This is an optimization exercise on Yosys and OpenROAD, whose aim is small area, a short achievable clock period and few clock cycles per item, not a production implementation.
No run shown here included a check of the RTL's function; only the layout flow was run.
No activity file was given, so power comes from the tool's default toggle rates.

File: flow/config.mk
export PLATFORM = sky130hd
export DESIGN_NAME = chi_bf
export DESIGN_NICKNAME = chi_bf
export VERILOG_FILES = /design/flow/design.v
export SDC_FILE = /design/flow/constraint.sdc
export NUM_CORES = 4
export LEC_CHECK = 0
export ABC_CLOCK_PERIOD_IN_PS = 3000
export CAP_MARGIN = 20
export CORE_MARGIN = 2
export CORE_UTILIZATION = 55
export SETUP_SLACK_MARGIN = 3
export SLEW_MARGIN = 20
File: flow/constraint.sdc
create_clock -name core_clock -period 12.0 [get_ports {clk}]
set_input_delay 2.4000 -clock core_clock [delete_from_list [all_inputs] [get_ports {clk}]]
set_output_delay 2.4000 -clock core_clock [all_outputs]
set_load 0.01 [all_outputs]
File: flow/design.v
module chi_bf (
    input  wire         clk,
    input  wire         rst,           
    input  wire         cmd_valid,
    output wire         cmd_ready,
    input  wire         cmd_setup,     
    input  wire         cmd_dec,       
    input  wire [447:0] cmd_key,       
    input  wire [5:0]   cmd_keylen,    
    input  wire [63:0]  cmd_block,     
    output wire         out_valid,
    output wire [63:0]  out_block,
    output wire [31:0]  sb_raddr,      
    input  wire [127:0] sb_rdata,      
    output wire         sb_init,       
    output wire         sb_we,
    output wire [1:0]   sb_wtab,
    output wire [6:0]   sb_widx,       
    output wire [63:0]  sb_wdata       
);
    localparam [31:0] P_INIT0  = 32'h243F6A88;
    function [7:0] p_init_byte;
        input       is17;
        input [3:0] i;
        input [1:0] j;
        reg  [31:0] w;
        begin
            if (is17)
                w = 32'h8979FB1B;
            else
                case (i)
                    4'd0: w = 32'h85A308D3;
                    4'd1: w = 32'h13198A2E;
                    4'd2: w = 32'h03707344;
                    4'd3: w = 32'hA4093822;
                    4'd4: w = 32'h299F31D0;
                    4'd5: w = 32'h082EFA98;
                    4'd6: w = 32'hEC4E6C89;
                    4'd7: w = 32'h452821E6;
                    4'd8: w = 32'h38D01377;
                    4'd9: w = 32'hBE5466CF;
                    4'd10: w = 32'h34E90C6C;
                    4'd11: w = 32'hC0AC29B7;
                    4'd12: w = 32'hC97C50DD;
                    4'd13: w = 32'h3F84D5B5;
                    4'd14: w = 32'hB5470917;
                    default: w = 32'h9216D5D9;
                endcase
            p_init_byte = w[31 - 8*j -: 8];
        end
    endfunction
    function [5:0] kstep;
        input [5:0] v;
        input [5:0] n;
        reg   [6:0] s;
        begin
            s = {1'b0, v} + 7'd4;
            kstep = (s >= {1'b0, n}) ? (s - {1'b0, n}) : s[5:0];
        end
    endfunction
    localparam [2:0] M_IDLE = 3'd0,
                     M_KEY  = 3'd1,
                     M_BLK  = 3'd2,
                     M_SCH  = 3'd3,
                     M_WB   = 3'd4;
    reg [3:0]   ph;          
    reg [511:0] ring;        
    reg [31:0]  pa, pb;      
    reg [31:0]  x;           
    reg [31:0]  r;
    reg         dec;
    reg [2:0]   mode;
    reg         stall;       
    reg [9:0]   ks;          
    reg [6:0]   kc;          
    reg [5:0]   kidx;        
    reg         pend;        
    reg         pend_setup;  
    reg         we_last;     
    reg [8:0]   wl;          
    wire c15 = (ph == 4'd15);
    wire c0  = (ph == 4'd0);
    wire [31:0] s0 = sb_rdata[31:0];
    wire [31:0] s1 = sb_rdata[63:32];
    wire [31:0] s2 = sb_rdata[95:64];
    wire [31:0] s3 = sb_rdata[127:96];
    wire [31:0] f  = ((s0 + s1) ^ s2) + s3;
    reg [31:0] kdec;
    always @(*) begin
        case (ph[2:0])
            3'd0: kdec = ring[32*15 +: 32];
            3'd1: kdec = ring[32*13 +: 32];
            3'd2: kdec = ring[32*11 +: 32];
            3'd3: kdec = ring[32*9  +: 32];
            3'd4: kdec = ring[32*7  +: 32];
            3'd5: kdec = ring[32*5  +: 32];
            3'd6: kdec = ring[32*3  +: 32];
            default: kdec = ring[32*1 +: 32];
        endcase
    end
    wire [31:0] rkey = dec ? kdec : ring[31:0];
    wire [31:0] fx   = r ^ rkey ^ f;                  
    wire [31:0] lw   = x ^ (dec ? pb : pa);           
    wire busy     = (mode == M_BLK || mode == M_SCH) && !stall;
    wire sch_last = (mode == M_SCH) && (ks == 10'd520);
    wire free15   = c15 && (mode == M_IDLE || (!stall && (mode == M_BLK || sch_last)));
    wire key_done = (mode == M_KEY) && (kc == 7'd127);
    assign cmd_ready = (free15 && pend && !pend_setup) || key_done;
    wire acc_blk   = free15 && pend && !pend_setup && cmd_valid;
    wire start_key = free15 && pend && pend_setup;
    reg [7:0] xb;
    always @(*) begin
        case (wl[8:7])
            2'd0: xb = x[31:24];
            2'd1: xb = x[23:16];
            2'd2: xb = x[15:8];
            default: xb = x[7:0];
        endcase
    end
    wire hz = busy && c0 && we_last && (xb[7:1] == wl[6:0]);
    wire [9:0] sidx = ks - 10'd9;
    assign sb_we    = (mode == M_SCH) && !stall && c15 && (ks >= 10'd9);
    assign sb_wtab  = sidx[8:7];
    assign sb_widx  = sidx[6:0];
    assign sb_wdata = {lw, fx};
    assign sb_init  = (mode == M_KEY) && (kc == 7'd0);
    assign out_valid = (mode == M_BLK) && !stall && c15;
    assign out_block = {lw, fx};
    wire sel_f = busy && !c15 && !hz;                 
    wire chain = busy && c15 && (mode == M_SCH) && !sch_last;
    reg [31:0] lsrc, kf;
    always @(*) begin
        if (mode == M_KEY)
            lsrc = 32'd0;
        else if (chain)
            lsrc = lw;
        else if (acc_blk)
            lsrc = cmd_block[63:32];
        else
            lsrc = x;
        if (key_done || (chain && ks >= 10'd9) || (mode == M_WB && c15) || (acc_blk && !cmd_dec))
            kf = pb;
        else if (acc_blk)
            kf = pa;
        else
            kf = 32'd0;
    end
    wire [31:0] nx = sel_f ? fx : (lsrc ^ kf);
    assign sb_raddr = {nx[7:0], nx[15:8], nx[23:16], nx[31:24]};
    wire [1:0]  lane = kc[6:5];
    wire [4:0]  kcl  = kc[4:0];
    wire [7:0]  kb   = cmd_key[{kidx, 3'b000} +: 8];
    wire [7:0]  nb   = kb ^ p_init_byte(kcl == 5'd17, ph, lane);
    wire [31:0] kbase = (kcl == 5'd17) ? pa : ring[31:0];
    wire [31:0] krep = {(lane == 2'd0) ? nb : kbase[31:24],
                        (lane == 2'd1) ? nb : kbase[23:16],
                        (lane == 2'd2) ? nb : kbase[15:8],
                        (lane == 2'd3) ? nb : kbase[7:0]};
    wire [4:0] kw = {1'b0, ph} + 5'd1;
    reg        rwr, bwr;
    reg [31:0] wb;
    always @(*) begin
        rwr = 1'b0;
        bwr = 1'b0;
        wb  = krep;
        if (mode == M_KEY) begin
            rwr = (kcl[4] == 1'b0);
            if (kcl == 5'd16) begin
                bwr = 1'b1;
                wb  = P_INIT0 ^ {cmd_key[7:0], cmd_key[15:8], cmd_key[23:16], cmd_key[31:24]};
            end else if (kcl == 5'd17)
                bwr = 1'b1;
        end else if (mode == M_WB) begin
            if (kw == {ks[3:0], 1'b0}) begin
                rwr = 1'b1;
                wb  = x;
            end else if (kw == {ks[3:0], 1'b1}) begin
                rwr = 1'b1;
                wb  = r;
            end
            if (ks[3:0] == 4'd0 && ph == 4'd2) begin
                bwr = 1'b1;
                wb  = x;
            end else if (ks[3:0] == 4'd8 && ph == 4'd1) begin
                bwr = 1'b1;
                wb  = r;
            end
        end
    end
    always @(posedge clk) begin
        ring <= {(rwr ? wb : ring[31:0]), ring[511:32]};
        pa   <= pb;
        pb   <= bwr ? wb : pa;
        x    <= nx;
        wl   <= sidx[8:0];
        if (mode == M_KEY)
            r <= x;
        else if (busy && !c15)
            r <= hz ? r : x;
        else if (chain)
            r <= fx;
        else if (acc_blk)
            r <= cmd_block[31:0];
        if (acc_blk)
            dec <= cmd_dec;
        else if (key_done)
            dec <= 1'b0;
        if (start_key)
            kidx <= kstep(6'd0, cmd_keylen);
        else if (mode == M_KEY) begin
            if (kcl == 5'd31)
                kidx <= kstep({4'd0, lane + 2'd1}, cmd_keylen);
            else if (kcl[4] == 1'b0 || kcl == 5'd17)
                kidx <= kstep(kidx, cmd_keylen);
        end
        if (start_key)
            kc <= 7'd0;
        else
            kc <= kc + 7'd1;
        if (key_done)
            ks <= 10'd0;
        else if ((mode == M_WB && c15) ||
                 (busy && c15 && mode == M_SCH && ks >= 10'd9 && !sch_last))
            ks <= ks + 10'd1;
        if (rst) begin
            ph         <= 4'd0;
            mode       <= M_IDLE;
            stall      <= 1'b0;
            pend       <= 1'b0;
            pend_setup <= 1'b0;
            we_last    <= 1'b0;
        end else begin
            ph         <= ph + 4'd1;
            pend       <= cmd_valid && !cmd_ready;
            pend_setup <= cmd_setup;
            we_last    <= sb_we;
            if (hz)
                stall <= 1'b1;
            else if (c15)
                stall <= 1'b0;
            if (key_done)
                mode <= M_SCH;
            else if (mode == M_WB && c15)
                mode <= M_SCH;
            else if (busy && c15 && mode == M_SCH && !sch_last)
                mode <= (ks < 10'd9) ? M_WB : M_SCH;
            else if (free15)
                mode <= acc_blk ? M_BLK : (start_key ? M_KEY : M_IDLE);
        end
    end
endmodule
File: flow/run.sh
#!/bin/bash
# synth_recipe.tcl (not shown) runs the flow's synth.tcl, then flattens the netlist and writes it again
# the make line also repeats each setting of config.mk as NAME=value (left out here)
make -C /OpenROAD-flow-scripts/flow DESIGN_CONFIG=/design/flow/config.mk WORK_HOME=/design/flow/orfs CLKGATE_MAP_FILE= SYNTH_SCRIPT=/design/flow/synth_recipe.tcl finish
==> results.toml, run 1 <==
[route]
drt-vias-per-instance = 6.79
drtIter0Drc = 5350
wl_per_cell_um = 33.1
first_pass_iters = 14
postRouteAntennaNets = 0
drt_wl_total_mm = 162
vias = 33200
drc_errors = 0

[setup_path]
crit_type = "input port to primary output"
r2r-start = "ph[2]"
crit_path_frequent_cell = "buf_4"
r2r_end = "ring[508]"
worstRegToRegCells = 11
path_cells = "buf_8 > ha_4 > a211oi_4 > o21bai_2 > a2111o_1 > a221o_1 > and2_4 > buf_4 > a21oi_4 > buf_4 > xnor2_1 > ha_2 > nand2_1 > inv_1 > nand4_1 > o31ai_4 > a311oi_4 > nor3_2 > o22ai_2 > xor2_2 > buf_4 > mux2_4 > buf_6"
max_stage_delay_ps = 430
reg2reg_slack_ps = 6210
crit_path_top_delay_cell = "ha_2"
start_kind = "input port"
arrival_ps = 7170
cp_max_fo = 5
end_kind = "primary output"
cp_top_family = "compound AO/OA/AOI/OAI gates"
cp.required_ps = 9600
cp_num_buf_inv = 6

[placed_design]
hpwl_mm = 118
io_buffers = 823
gp_congestion = 1.02

[synthesis]
syn_inst = 3248
synthArstFlopShare = 0
ys_seq_area_frac = 0.438
ys_types = 86
synth_area_leaders = "dfxtp_1 40%, mux4_2 7.6%, xnor2_1 5.2%, ha_1 3.8%, a21oi_1 3.6%"
syn_area_um2 = 33600
yosysTopAreaCell = "dfxtp_1"
synth_edf_count = 39
synth-seq-cells = 716
synth_top_area_share = 0.403
syn_avg_cell_area_um2 = 10.4
synthTopCellsByCount = "677 x dfxtp_1, 242 x nand2_1, 239 x a21oi_1, 198 x xnor2_1, 177 x nor2_1"
synth.net_count = 4004
synthFlopType = "dfxtp_1"
yosys_warnings = 1
yosysMostFrequentCell = "dfxtp_1"

[global_routing]
grt_overflow_total = 0
grt_pass1_vias = 31900
grt_pass1_wl_mm = 224
grtUsageTotal = 0.488
grt_max_degree = 128
antenna_found_initial = 30

[final_layout]
drive_above_1_share = 0.167
area_growth_pct = 37.4
final_core_util = 0.766
nNetsFinal = 4791

[power_and_ir_drop]
clkPwrFrac = 0.282
p_switching_mw = 2.80
ir_drop_v = 0.000165
swShare = 0.348
p_leak_nw = 18.2
seq_power_share = 0.332
p_comb_frac = 0.386
p_int_mw = 5.24
power_density_nw_per_um2 = 174

[clock_tree]
cts_root_buf = "clkbuf_16"
cts_sinks = 716
clk_latency_ps = 630
cts_htree_levels = 3
cts_made_buffers = 68
postCtsHoldBufs = 0
clk_path_buf_depth = 3
cts_tree = "done"
clk_pin_slew_worst_paths_ps = 70

[die]
fp-row-count = 90
io_pins = 824
die_h_um = 251
core_area_um2 = 60400
dieArea_um2 = 63100
dieWidth_um = 251
start_util = 0.557

[min_path]
hp-class = "register to register"
min_to = "ring[440]"
hold_start = "ring[472]"
hold_depth = 0

[sta]
fin_crit_ps = 9570
setup_viol = 0
tns_ps = 0
period_share = 0.797
slew_viol_final = 0
tightest_slew_ps = 1290
grt_setup_unrepaired = "true"
slew-limit-headroom = 0.133
fmax_ghz = 0.104
finalClockSkew_ps = 23.6
timing.final.hold_violations = 0

[status]
outcome = "timing/DRC/antenna clean"

[flow_run]
cap_violations = 0
per-layer routing:
| metal | track usage | vias to the layer above | part of all wire |
|---|---|---|---|
| met5 | 0 | - | 0.0016 |
| met4 | 0.299 | 30 | 0.076 |
| met3 | 0.174 | 724 | 0.14 |
| met2 | 0.708 | 2866 | 0.42 |
| met1 | 0.622 | 16100 | 0.36 |
| li1 | - | 13500 | - |
cell type report:
| class | instances | area (um2) |
|---|---|---|
| fill | 3736 | 14100 |
| clock buffer | 96 | 2000 |
| sequential | 716 | 14700 |
| multi-input combinational | 2198 | 18300 |
| timing repair buffer | 980 | 9520 |
| clock inverter | 28 | 344 |
| antenna | 24 | 60.1 |
| tap | 782 | 978 |
| inverter | 71 | 267 |
sequential cells by signal, summed over array words and instances, names as in the netlist, named ones only:
register and count:
pend 1, r 32, kc 7, ph 4, mode 3, pb 32, pend_setup 1, dec 1
kidx 6, stall 1, ring 512, wl 9, x 32, we_last 1, ks 10, pa 32
power by group through the flow:
stage	registers, mW	logic (mW)	clock network (mW)
3_5_place_dp	2.70	2.49	0
6_report	2.67	3.10	2.27
5_1_grt	2.65	3.14	2.35
3_3_place_gp	2.69	2.47	0
2_1_floorplan	2.60	1.26	0
4_1_cts	2.64	2.75	2.25
how the worst max path moves through the flow:
stage                              to  cells after the start    startpoint
final                     sb_raddr[6]                     23   sb_rdata[1]
after global routing      sb_raddr[6]                     24   sb_rdata[1]
after CTS                 sb_raddr[6]                     24  sb_rdata[33]
after detailed placement  sb_raddr[6]                     22   sb_rdata[1]
after global placement    sb_raddr[0]                     22   sb_rdata[1]
after floorplan           sb_raddr[7]                     19   sb_rdata[1]
stage by stage:
step	hold WS, ps	cell area [um2]	worst slack (ps)	std cells	power [mW]
global route	322	46200	2370	4886	8.14
detailed placement	312	41900	1260	4638	5.19
floorplan	310	33700	2990	3248	3.86
finish	321	46200	2430	4895	8.04
global placement	311	41900	1370	4638	5.17
CTS	321	45300	2610	4825	7.64
cell usage in the layout (no fill, tap or decap), types with 14 or more instances in the layout:
cell type,netlist,final
a211oi_1,39,30
a21o_1,39,39
a21oi_1,239,219
a21oi_2,14,26
a221o_1,15,15
a221oi_1,36,34
a222oi_1,61,61
a22o_1,19,19
a22oi_1,54,54
a31oi_1,28,26
and2_1,24,21
and3_1,57,56
buf_4,82,134
buf_6,9,43
clkbuf_16,0,72
clkdlybuf4s50_1,0,752
dfxtp_1,677,676
diode_2,0,24
dlymetal6s2s_1,0,19
edfxtp_1,39,39
ha_1,101,74
ha_4,0,14
inv_1,68,66
mux2_2,81,74
mux2i_1,115,115
mux4_2,113,113
nand2_1,242,239
nand2b_1,15,15
nand3_1,40,39
nor2_1,177,169
nor2b_1,22,21
nor3_1,27,24
o211ai_1,18,18
o21ai_0,134,121
o22ai_1,25,23
xnor2_1,198,177
xnor2_2,1,17
xor2_1,68,66
kinds of logic after synthesis:
kind of cell / share of synthesized area
AOI/OAI and AO/OA: 0.170
xor gates and xnor gates: 0.0704
adders and majority gates: 0.0400
buffers and inverters: 0.0496
DFF: 0.438
muxes: 0.140
and+or+nand+nor: 0.0929
what timing repair did:
action                                 CTS  global route
cloned                                   0             0
setup buffers                           63            45
resized for setup                      281           135
setup endpoints to repair               64            62
endpoints found under the hold margin    0             0
pin swaps                               75            59
==> run 2: changes to the inputs <==
--- a/flow/config.mk
+++ b/flow/config.mk
@@ -7,3 +7,2 @@
 export LEC_CHECK = 0
-export ABC_CLOCK_PERIOD_IN_PS = 3000
 export CAP_MARGIN = 20
==> run 2 against run 1 <==
Largest cell class unchanged. Combinational power hardly changed. Power stayed put. Critical endpoint unchanged. Core utilization unchanged. Via count unchanged. Sequential cell count is the same. First-iteration DRC count unchanged. Hold slack did not move. Setup slack unchanged. Clock-buffer cell count unchanged. Highest routed layer unchanged. Still clean on timing, DRC and antenna. Clock skew is the same. Die area unchanged. Clock power hardly changed.
==> results.toml, run 2 <==
[global_routing]
grt_pass1_vias = 31900
antenna_found_initial = 30
grt_max_degree = 128
grtUsageTotal = 0.488
grt_pass1_wl_mm = 224
grt_overflow_total = 0

[synthesis]
ys_types = 86
syn_inst = 3248
ys_seq_area_frac = 0.438
syn_area_um2 = 33600
synth_area_leaders = "dfxtp_1 40%, mux4_2 7.6%, xnor2_1 5.2%, ha_1 3.8%, a21oi_1 3.6%"
synth_top_area_share = 0.403
yosysTopAreaCell = "dfxtp_1"
synth_edf_count = 39
yosysMostFrequentCell = "dfxtp_1"
synthTopCellsByCount = "677 x dfxtp_1, 242 x nand2_1, 239 x a21oi_1, 198 x xnor2_1, 177 x nor2_1"
synthFlopType = "dfxtp_1"
synth-seq-cells = 716
yosys_warnings = 1
synthArstFlopShare = 0
synth.net_count = 4004
syn_avg_cell_area_um2 = 10.4

[route]
drc_errors = 0
wl_per_cell_um = 33.1
drtIter0Drc = 5350
first_pass_iters = 14
postRouteAntennaNets = 0
drt-vias-per-instance = 6.79
drt_wl_total_mm = 162
vias = 33200

[min_path]
hp-class = "register to register"
hold_depth = 0
hold_start = "ring[472]"
min_to = "ring[440]"

[clock_tree]
clk_pin_slew_worst_paths_ps = 70
cts_htree_levels = 3
cts_sinks = 716
postCtsHoldBufs = 0
clk_path_buf_depth = 3
cts_root_buf = "clkbuf_16"
cts_tree = "done"
clk_latency_ps = 630
cts_made_buffers = 68

[placed_design]
gp_congestion = 1.02
io_buffers = 823
dp_slack_ps = 1260
hpwl_mm = 118

[setup_path]
r2r-start = "ph[2]"
cp_max_fo = 5
r2r_end = "ring[508]"
reg2reg_slack_ps = 6210
start_kind = "input port"
arrival_ps = 7170
worstRegToRegCells = 11
crit_path_top_delay_cell = "ha_2"
crit_path_frequent_cell = "buf_4"
max_stage_delay_ps = 430
cp.required_ps = 9600
path_cells = "buf_8 > ha_4 > a211oi_4 > o21bai_2 > a2111o_1 > a221o_1 > and2_4 > buf_4 > a21oi_4 > buf_4 > xnor2_1 > ha_2 > nand2_1 > inv_1 > nand4_1 > o31ai_4 > a311oi_4 > nor3_2 > o22ai_2 > xor2_2 > buf_4 > mux2_4 > buf_6"
end_kind = "primary output"
crit_type = "input port to primary output"

[power_and_ir_drop]
ir_drop_v = 0.000165
power_mw = 8.04
p_leak_nw = 18.2
power_density_nw_per_um2 = 174

[sta]
tns_ps = 0
setup_ws_ps = 2430
slew_viol_final = 0
fmax_ghz = 0.104
fin_crit_ps = 9570
finalClockSkew_ps = 23.6
period_share = 0.797
tightest_slew_ps = 1290
timing.final.hold_violations = 0
setup_viol = 0
grt_setup_unrepaired = "true"
slew-limit-headroom = 0.133

[final_layout]
largest_register_ffs = 512
fillers = 3736
final_common_cell = "clkdlybuf4s50_1"
area_growth_pct = 37.4
regMostFlops = "ring"
drive_above_1_share = 0.167
layout_common_cells = "752 x clkdlybuf4s50_1, 676 x dfxtp_1, 239 x nand2_1"
final_core_util = 0.766
nNetsFinal = 4791

[die]
dieWidth_um = 251
start_util = 0.557
fp-row-count = 90
io_pins = 824
dieArea_um2 = 63100
core_area_um2 = 60400
die_h_um = 251

[flow_run]
cap_violations = 0

[status]
outcome = "timing/DRC/antenna clean"
[run 2: cells by family (layout without fill, tap and decap cells)]
family,after synthesis,count (layout),synth area share
AO/OA/AOI/OAI,842,842,0.170
flip-flops,716,716,0.438
AND/OR/NAND/NOR,670,670,0.0929
buffers and inverters,334,1175,0.0496
multiplexers,313,313,0.140
XOR/XNOR,268,268,0.0704
adder cells (fa/ha/maj),105,105,0.0400
other,0,24,0
[run 2: how the worst max path moves through the flow]
stage,startpoint,endpoint,slack [ps],cells past startpoint
floorplan,sb_rdata[1],sb_raddr[7],2990,19
global placement,sb_rdata[1],sb_raddr[0],1370,22
detailed placement,sb_rdata[1],sb_raddr[6],1260,22
CTS,sb_rdata[33],sb_raddr[6],2610,24
global route,sb_rdata[1],sb_raddr[6],2370,24
finish,sb_rdata[1],sb_raddr[6],2430,23
[run 2: layout make-up]
| class | instances | area, um2 | area share |
|---|---|---|---|
| Antenna cell | 24 | 60.1 | 0.00130 |
| Inverter | 71 | 267 | 0.00577 |
| Clock inverter | 28 | 344 | 0.00744 |
| Tap cell | 782 | 978 | 0.0212 |
| Timing Repair Buffer | 980 | 9520 | 0.206 |
| Multi-Input combinational cell | 2198 | 18300 | 0.396 |
| Clock buffer | 96 | 2000 | 0.0433 |
| Sequential cell | 716 | 14700 | 0.319 |
[run 2: through the flow]
step                      instances  instance area, um2  hold slack, ps
after floorplan                3248               33700             310
after global placement         4638               41900             311
after detailed placement       4638               41900             312
after CTS                      4825               45300             321
after global routing           4886               46200             322
final                          4895               46200             321
[run 2: critical path: cells and delay by family]
| family | cells | cell delay, ps |
|---|---|---|
| AOI/OAI and AO/OA | 8 | 1950 |
| buffers and inverters | 6 | 860 |
| and+or+nand+nor | 4 | 700 |
| adders and majority gates | 2 | 680 |
| muxes | 1 | 290 |
| xor gates and xnor gates | 2 | 260 |
[run 2: power by group]
part / internal (mW) / switching, mW
registers: 2.48 / 0.186
logic: 1.48 / 1.62
clock network: 1.27 / 0.994
[run 2: layer usage]
layer | share of wire | GRT usage
met5 | 0.0016 | 0
met4 | 0.076 | 0.299
met3 | 0.14 | 0.174
met2 | 0.42 | 0.708
met1 | 0.36 | 0.622
[run 2: timing repair]
item                                    4_1_cts  5_1_grt
endpoints found under the setup margin       64       62
setup buffers                                63       45
resized for setup                           281      135
pin swaps                                    75       59
==> run 3: changes to the inputs <==
--- a/flow/config.mk
+++ b/flow/config.mk
@@ -9,3 +9,4 @@
 export CORE_MARGIN = 2
-export CORE_UTILIZATION = 55
+export CORE_UTILIZATION = 45
+export CTS_BUF_LIST = sky130_fd_sc_hd__clkbuf_4 sky130_fd_sc_hd__clkbuf_8
 export SETUP_SLACK_MARGIN = 3
==> run 3 against run 2 <==
Clock skew rose by 15 ps. Power fell by 3.1%. Clock-buffer cell count increased by 60. Combinational power is 5% lower. First-iteration DRC count is 22% lower. Die area is 22% higher.
==> results.toml, run 3 <==
[status]
outcome = "timing/DRC/antenna clean"

[synthesis]
yosysMostFrequentCell = "dfxtp_1"
synthArstFlopShare = 0
yosys_warnings = 1
synth-seq-cells = 716
syn_inst = 3248
yosysTopAreaCell = "dfxtp_1"
synth_edf_count = 39
ys_types = 86
syn_avg_cell_area_um2 = 10.4
synth.net_count = 4004
synth_area_leaders = "dfxtp_1 40%, mux4_2 7.6%, xnor2_1 5.2%, ha_1 3.8%, a21oi_1 3.6%"
synthFlopType = "dfxtp_1"
synthTopCellsByCount = "677 x dfxtp_1, 242 x nand2_1, 239 x a21oi_1, 198 x xnor2_1, 177 x nor2_1"
synth_top_area_share = 0.403
syn_area_um2 = 33600
ys_seq_area_frac = 0.438

[final_layout]
regArea_um2 = 14700
drive_above_1_share = 0.183
largest_register_ffs = 512
nNetsFinal = 4821
area_growth_pct = 37.8
regMostFlops = "ring"
final_common_cell = "clkdlybuf4s50_1"
multi_input_area_um2 = 18300
fillers = 5995
layout_common_cells = "748 x clkdlybuf4s50_1, 676 x dfxtp_1, 237 x nand2_1"
layoutNonFillerInstCount = 5129

[global_routing]
grt_use_met1 = 0.555
grt_pass1_wl_mm = 223
grt_use_met3 = 0.0905
top_usage_layer = "met2"
grt_overflow_total = 0
grt_max_degree = 71
grt_pass1_vias = 31200
grt_use_met2 = 0.595
grtUsageTotal = 0.397
antenna_found_initial = 24

[clock_tree]
cts_tree = "done"
clk_path_buf_depth = 3
cts_htree_levels = 3
cts_made_buffers = 103
clk_latency_ps = 760
cts_sinks = 716
cts_root_buf = "clkbuf_8"
clk_pin_slew_worst_paths_ps = 70

[die]
io_pins = 824
dieArea_um2 = 76900
dieWidth_um = 277
die_h_um = 277
start_util = 0.453
fp-row-count = 100
core_area_um2 = 74200

[sta]
tightest_slew_ps = 1200
slew-limit-headroom = 0.192
timing.final.hold_violations = 0
setup_viol = 0
finalClockSkew_ps = 38.7
fmax_ghz = 0.107
period_share = 0.780
fin_crit_ps = 9360
slew_viol_final = 0
grt_setup_unrepaired = "true"
tns_ps = 0

[placed_design]
gp_congestion = 1.03
io_buffers = 823
hpwl_mm = 124
dpl.cell_count = 4829

[setup_path]
startpoint = "sb_rdata[33]"
end_kind = "primary output"
cp_max_fo = 3
cp.required_ps = 9600
cp_top_family = "compound AO/OA/AOI/OAI gates"
r2r-start = "kidx[0]"
arrival_ps = 6960
cp_num_buf_inv = 4
start_kind = "input port"
crit_type = "input port to primary output"
crit_path_top_delay_cell = "a221o_1"
path_cells = "buf_6 > ha_4 > a211oi_4 > o21bai_2 > a2111o_1 > a221o_1 > a41o_1 > o21a_1 > xnor2_1 > ha_1 > a21o_1 > a21oi_2 > nor2b_4 > or3_4 > a211oi_4 > buf_4 > o31ai_4 > a21oi_4 > xnor2_2 > buf_4 > mux2i_1 > buf_2"
max_stage_delay_ps = 410

[min_path]
hp-class = "register to register"
hold_start = "ring[473]"

[route]
postRouteAntennaNets = 0
drt_wl_total_mm = 159
vias = 31500
drt-vias-per-instance = 6.14
drc_errors = 0
wl_per_cell_um = 30.9
first_pass_iters = 7
drtIter0Drc = 4155

[power_and_ir_drop]
ir_drop_v = 0.000182
p_leak_nw = 18.2
power_density_nw_per_um2 = 168

[flow_run]
cap_violations = 0
run 3: worst paths after layout:
kind                               endpoint  slack (ps)  cells past startpoint
worst max-delay path            sb_raddr[5]        2640                     22
worst min-delay path              ring[441]         310                      0
worst max register to register    ring[509]        6000                     12
worst min register to register    ring[441]         310                      0
run 3: power by group:
group	switching (mW)	leakage [nW]	internal [mW]	total, mW
clock	1.00	1.25	1.17	2.18
sequential	0.188	5.87	2.48	2.67
combinational	1.49	11.1	1.46	2.94
total	2.68	18.2	5.12	7.79
run 3: repair_timing:
item / CTS / global route
setup buffers: 72 / 28
pin swaps: 79 / 68
resized for setup: 330 / 114
hold buffers: 0 / 0
endpoints found under the hold margin: 0 / 0
setup endpoints to repair: 64 / 62
run 3: per-layer routing:
layer  vias up  share of wire
li1      13600              -
met1     15600           0.42
met2      1985           0.43
met3       337           0.10
met4         4          0.043
met5         -        0.00018
run 3: logic make-up (layout without fill, tap and decap cells):
logic type               after synthesis  in the layout  share of synthesized area
buffers and inverters                334           1236                     0.0496
AO/OA/AOI/OAI                        842            842                      0.170
AND/OR/NAND/NOR                      670            670                     0.0929
multiplexers                         313            313                      0.140
flip-flops                           716            716                      0.438
other                                  0             10                          0
adder cells (fa/ha/maj)              105            105                     0.0400
XOR/XNOR                             268            268                     0.0704
run 3: cell type report:
type                       count  share of cell area
antenna                       10            0.000540
tap                          969              0.0262
multi-input combinational   2198               0.395
clock buffer                 156              0.0423
timing repair buffer         975               0.204
inverter                      71             0.00586
sequential                   716               0.318
clock inverter                34             0.00861
run 3: through the flow:
step                utilization  power (mW)  worst slack (ps)  hold slack [ps]  area [um2]
finish                    0.624        7.79              2640              308       46300
global route              0.624        7.99              2480              307       46300
CTS                       0.616        7.59              2610              292       45700
detailed placement        0.568        5.13              1120              312       42200
global placement          0.568        5.13              1210              310       42200
floorplan                     -        3.86              2990              310       33700
==> run 4: changes to the inputs <==
==> flow/flow/run.sh (new file) <==
#!/bin/bash
# The standard layout, with the smallest buffer on every input and output port
# instead of the resizer's default choice.
set -euo pipefail
export BUFFER_PORTS_ARGS="-buffer_cell sky130_fd_sc_hd__buf_1"
bash standard.sh finish > standard.log 2>&1
==> flow/standard.sh (new file) <==
#!/bin/bash
# synth_recipe.tcl (not shown) runs the flow's synth.tcl, then flattens the netlist and writes it again
# the make line also repeats each setting of config.mk as NAME=value (left out here)
make -C /OpenROAD-flow-scripts/flow DESIGN_CONFIG=/design/flow/config.mk WORK_HOME=/design/flow/orfs CLKGATE_MAP_FILE= SYNTH_SCRIPT=/design/flow/synth_recipe.tcl "${@:-finish}"
--- a/flow/config.mk
+++ b/flow/config.mk
@@ -9,4 +9,3 @@
 export CORE_MARGIN = 2
-export CORE_UTILIZATION = 45
-export CTS_BUF_LIST = sky130_fd_sc_hd__clkbuf_4 sky130_fd_sc_hd__clkbuf_8
+export CORE_UTILIZATION = 55
 export SETUP_SLACK_MARGIN = 3
removed: flow/run.sh
==> run 4 against run 3 <==
Die area decreased by 18%. Setup slack better by 30 ps. Synthesized cell count stayed put. Non-clock buffer count shrank 29. First-iteration DRC count increased by 18%. Final cell count shrank 5.2%. Highest routed layer unchanged. Still clean on timing, DRC and antenna. Power down 2.6%. Hold slack improved by 4.1 ps.
==> results.toml, run 4 <==
[final_layout]
final_common_cell = "buf_1"
multi_input_area_um2 = 18000
regArea_um2 = 14700
fillers = 4633
regMostFlops = "ring"
area_growth_pct = 21.3
nNetsFinal = 4758
layout_common_cells = "790 x buf_1, 676 x dfxtp_1, 241 x nand2_1"
final_core_util = 0.676
drive_above_1_share = 0.151
largest_register_ffs = 512

[sta]
grt_setup_unrepaired = "true"
fin_crit_ps = 9340
timing.final.hold_violations = 0
setup_viol = 0
setup_ws_ps = 2660
whs_ps = 312
slew_viol_final = 0
tns_ps = 0
period_share = 0.778
fmax_ghz = 0.107
tightest_slew_ps = 1340
slew-limit-headroom = 0.102
finalClockSkew_ps = 32.0

[clock_tree]
clk_pin_slew_worst_paths_ps = 70
cts_sinks = 716
cts_htree_levels = 3
clk_path_buf_depth = 3
clk_latency_ps = 660
cts_made_buffers = 69
cts_root_buf = "clkbuf_16"
cts_tree = "done"

[synthesis]
ys_types = 86
synth_edf_count = 39
synthArstFlopShare = 0
synth.net_count = 4004
syn_avg_cell_area_um2 = 10.4
synth_area_leaders = "dfxtp_1 40%, mux4_2 7.6%, xnor2_1 5.2%, ha_1 3.8%, a21oi_1 3.6%"
ys_seq_area_frac = 0.438
yosysTopAreaCell = "dfxtp_1"
synth-seq-cells = 716
syn_area_um2 = 33600
synthFlopType = "dfxtp_1"
synth_top_area_share = 0.403
synthTopCellsByCount = "677 x dfxtp_1, 242 x nand2_1, 239 x a21oi_1, 198 x xnor2_1, 177 x nor2_1"
yosysMostFrequentCell = "dfxtp_1"
yosys_warnings = 1
syn_inst = 3248

[power_and_ir_drop]
ir_drop_v = 0.000173
p_leak_nw = 15.7
power_density_nw_per_um2 = 186

[route]
drt-vias-per-instance = 6.68
vias = 32500
first_pass_iters = 10
drtIter0Drc = 4894
postRouteAntennaNets = 0
wl_per_cell_um = 31.9
drt_wl_total_mm = 155
drc_errors = 0

[min_path]
hold_depth = 0
hp-class = "register to register"
hold_start = "ring[133]"
min_to = "ring[101]"

[die]
die_h_um = 251
fp-row-count = 90
dieWidth_um = 251
dieArea_um2 = 63100
io_pins = 824
core_area_um2 = 60400
start_util = 0.557

[global_routing]
antenna_found_initial = 30
grtUsageTotal = 0.470
grt_overflow_total = 0
grt_pass1_vias = 31100
grt_pass1_wl_mm = 215
grt_max_degree = 70

[placed_design]
io_buffers = 823
dp_slack_ps = 2040
hpwl_mm = 116
gp_congestion = 1.06

[setup_path]
start_kind = "input port"
worstRegToRegCells = 13
cp_max_fo = 3
reg2reg_slack_ps = 6510
end_kind = "primary output"
crit_type = "input port to primary output"
cp.required_ps = 9600
arrival_ps = 6940
r2r-start = "ph[2]"
r2r_end = "ring[502]"

[status]
outcome = "timing/DRC/antenna clean"

[flow_run]
cap_violations = 0
## run 4: cell count changes in the layout (fill, tap and decap cells not counted), moves of 9 or more
| cell | previous run | this run |
|---|---|---|
| dlymetal6s2s_1 | 17 | 0 |
| ha_1 | 74 | 85 |
| clkbuf_8 | 126 | 11 |
| clkbuf_4 | 30 | 0 |
| buf_1 | 0 | 790 |
| clkdlybuf4s50_1 | 748 | 0 |
| clkbuf_16 | 0 | 72 |
| buf_4 | 136 | 106 |
| ha_4 | 14 | 5 |
| diode_2 | 10 | 25 |
## run 4: per-stage QoR
| stage | cells | instance area, um2 | power (mW) |
|---|---|---|---|
| floorplan | 3248 | 33700 | 3.86 |
| CTS | 4810 | 40200 | 7.27 |
| finish | 4864 | 40800 | 7.59 |
| global placement | 4636 | 36800 | 4.65 |
| global route | 4853 | 40800 | 7.70 |
| detailed placement | 4636 | 36800 | 4.67 |
## run 4: critical path, stage by stage
cell      delay (ps)
buf_1             70
ha_1             330
o21ai_1          170
o21bai_1         110
a2111o_1         340
a221o_1          400
a41o_1           260
o21a_1           220
xnor2_1          130
ha_1             320
a21o_1           230
a21oi_2          170
nor2b_2           80
or3_4            380
a211oi_4         200
buf_4            150
o21ai_2           70
a221oi_4         330
xnor2_2          140
mux2_4           300
buf_6            130
## run 4: metal layers
metal | track usage | wire, um
met5 | 0 | 41
met1 | 0.608 | 57900
met4 | 0.260 | 10800
met2 | 0.682 | 64900
met3 | 0.169 | 21600
## run 4: where the power goes
group          internal [mW]  switching (mW)
Clock                   1.33            1.04
Sequential              2.48           0.175
Combinational           1.00            1.56
Total                   4.81            2.77
## run 4: what timing repair did
item | CTS | global route
resized for setup | 134 | 77
hold endpoints to repair | 0 | 0
hold buffers | 0 | 0
pin swaps | 59 | 49
endpoints found under the setup margin | 42 | 56
setup buffers | 48 | 29
## run 4: cell type report
class	instances	area share
diodes	25	0.00153
clock inverters	36	0.0123
flip-flops and latches	716	0.361
multi-input cells	2198	0.441
well taps	782	0.0240
clock buffers	90	0.0485
inverters	71	0.00653
repair buffers	946	0.106
## run 4: worst max path at each step
stage                  from     endpoint  slack (ps)
2_1_floorplan   sb_rdata[1]  sb_raddr[7]        2990
6_report       sb_rdata[34]  sb_raddr[7]        2660
4_1_cts        sb_rdata[33]  sb_raddr[7]        2590
3_5_place_dp    sb_rdata[1]  sb_raddr[0]        2040
3_3_place_gp    sb_rdata[1]  sb_raddr[0]        2030
5_1_grt        sb_rdata[34]  sb_raddr[6]        2510
## run 4: kinds of logic (layout without fill, tap and decap cells)
family,Yosys count,count (layout),synth area share
buffers and inverters,334,1143,0.0496
flip-flops,716,716,0.438
AO/OA/AOI/OAI,842,842,0.170
AND/OR/NAND/NOR,670,670,0.0929
adder cells (fa/ha/maj),105,105,0.0400
XOR/XNOR,268,268,0.0704
other,0,25,0
multiplexers,313,313,0.140

## separate check: timing with driven ports
The results above use ideal ports. As a check the final layouts listed here were re-extracted and re-timed, cells and wires unchanged. Step 1 sets driving cells, clkbuf_16 on the clock port and buf_2 on the other inputs (assumed; they add their load-dependent delay and slew). Step 2 also shifts input and output timing later by t, the mid clock arrival at the registers, as if the neighbouring blocks saw the same clock. a / b / c = ideal ports / drivers / drivers and shift; a / b = the first two.
run	shift t [ns]	setup slack, ns	worst setup path at the end	worst register clock-pin slew, ns
run 1	0.686	2.430 / 2.390 / 2.390	input to output	0.07 / 0.07
run 2	0.686	2.430 / 2.390 / 2.390	input to output	0.07 / 0.07
run 3	0.813	2.635 / 2.600 / 2.600	input to output	0.08 / 0.08
run 4	0.704	2.665 / 2.627 / 2.627	input to output	0.07 / 0.07
After both steps every run listed still meets setup and hold.
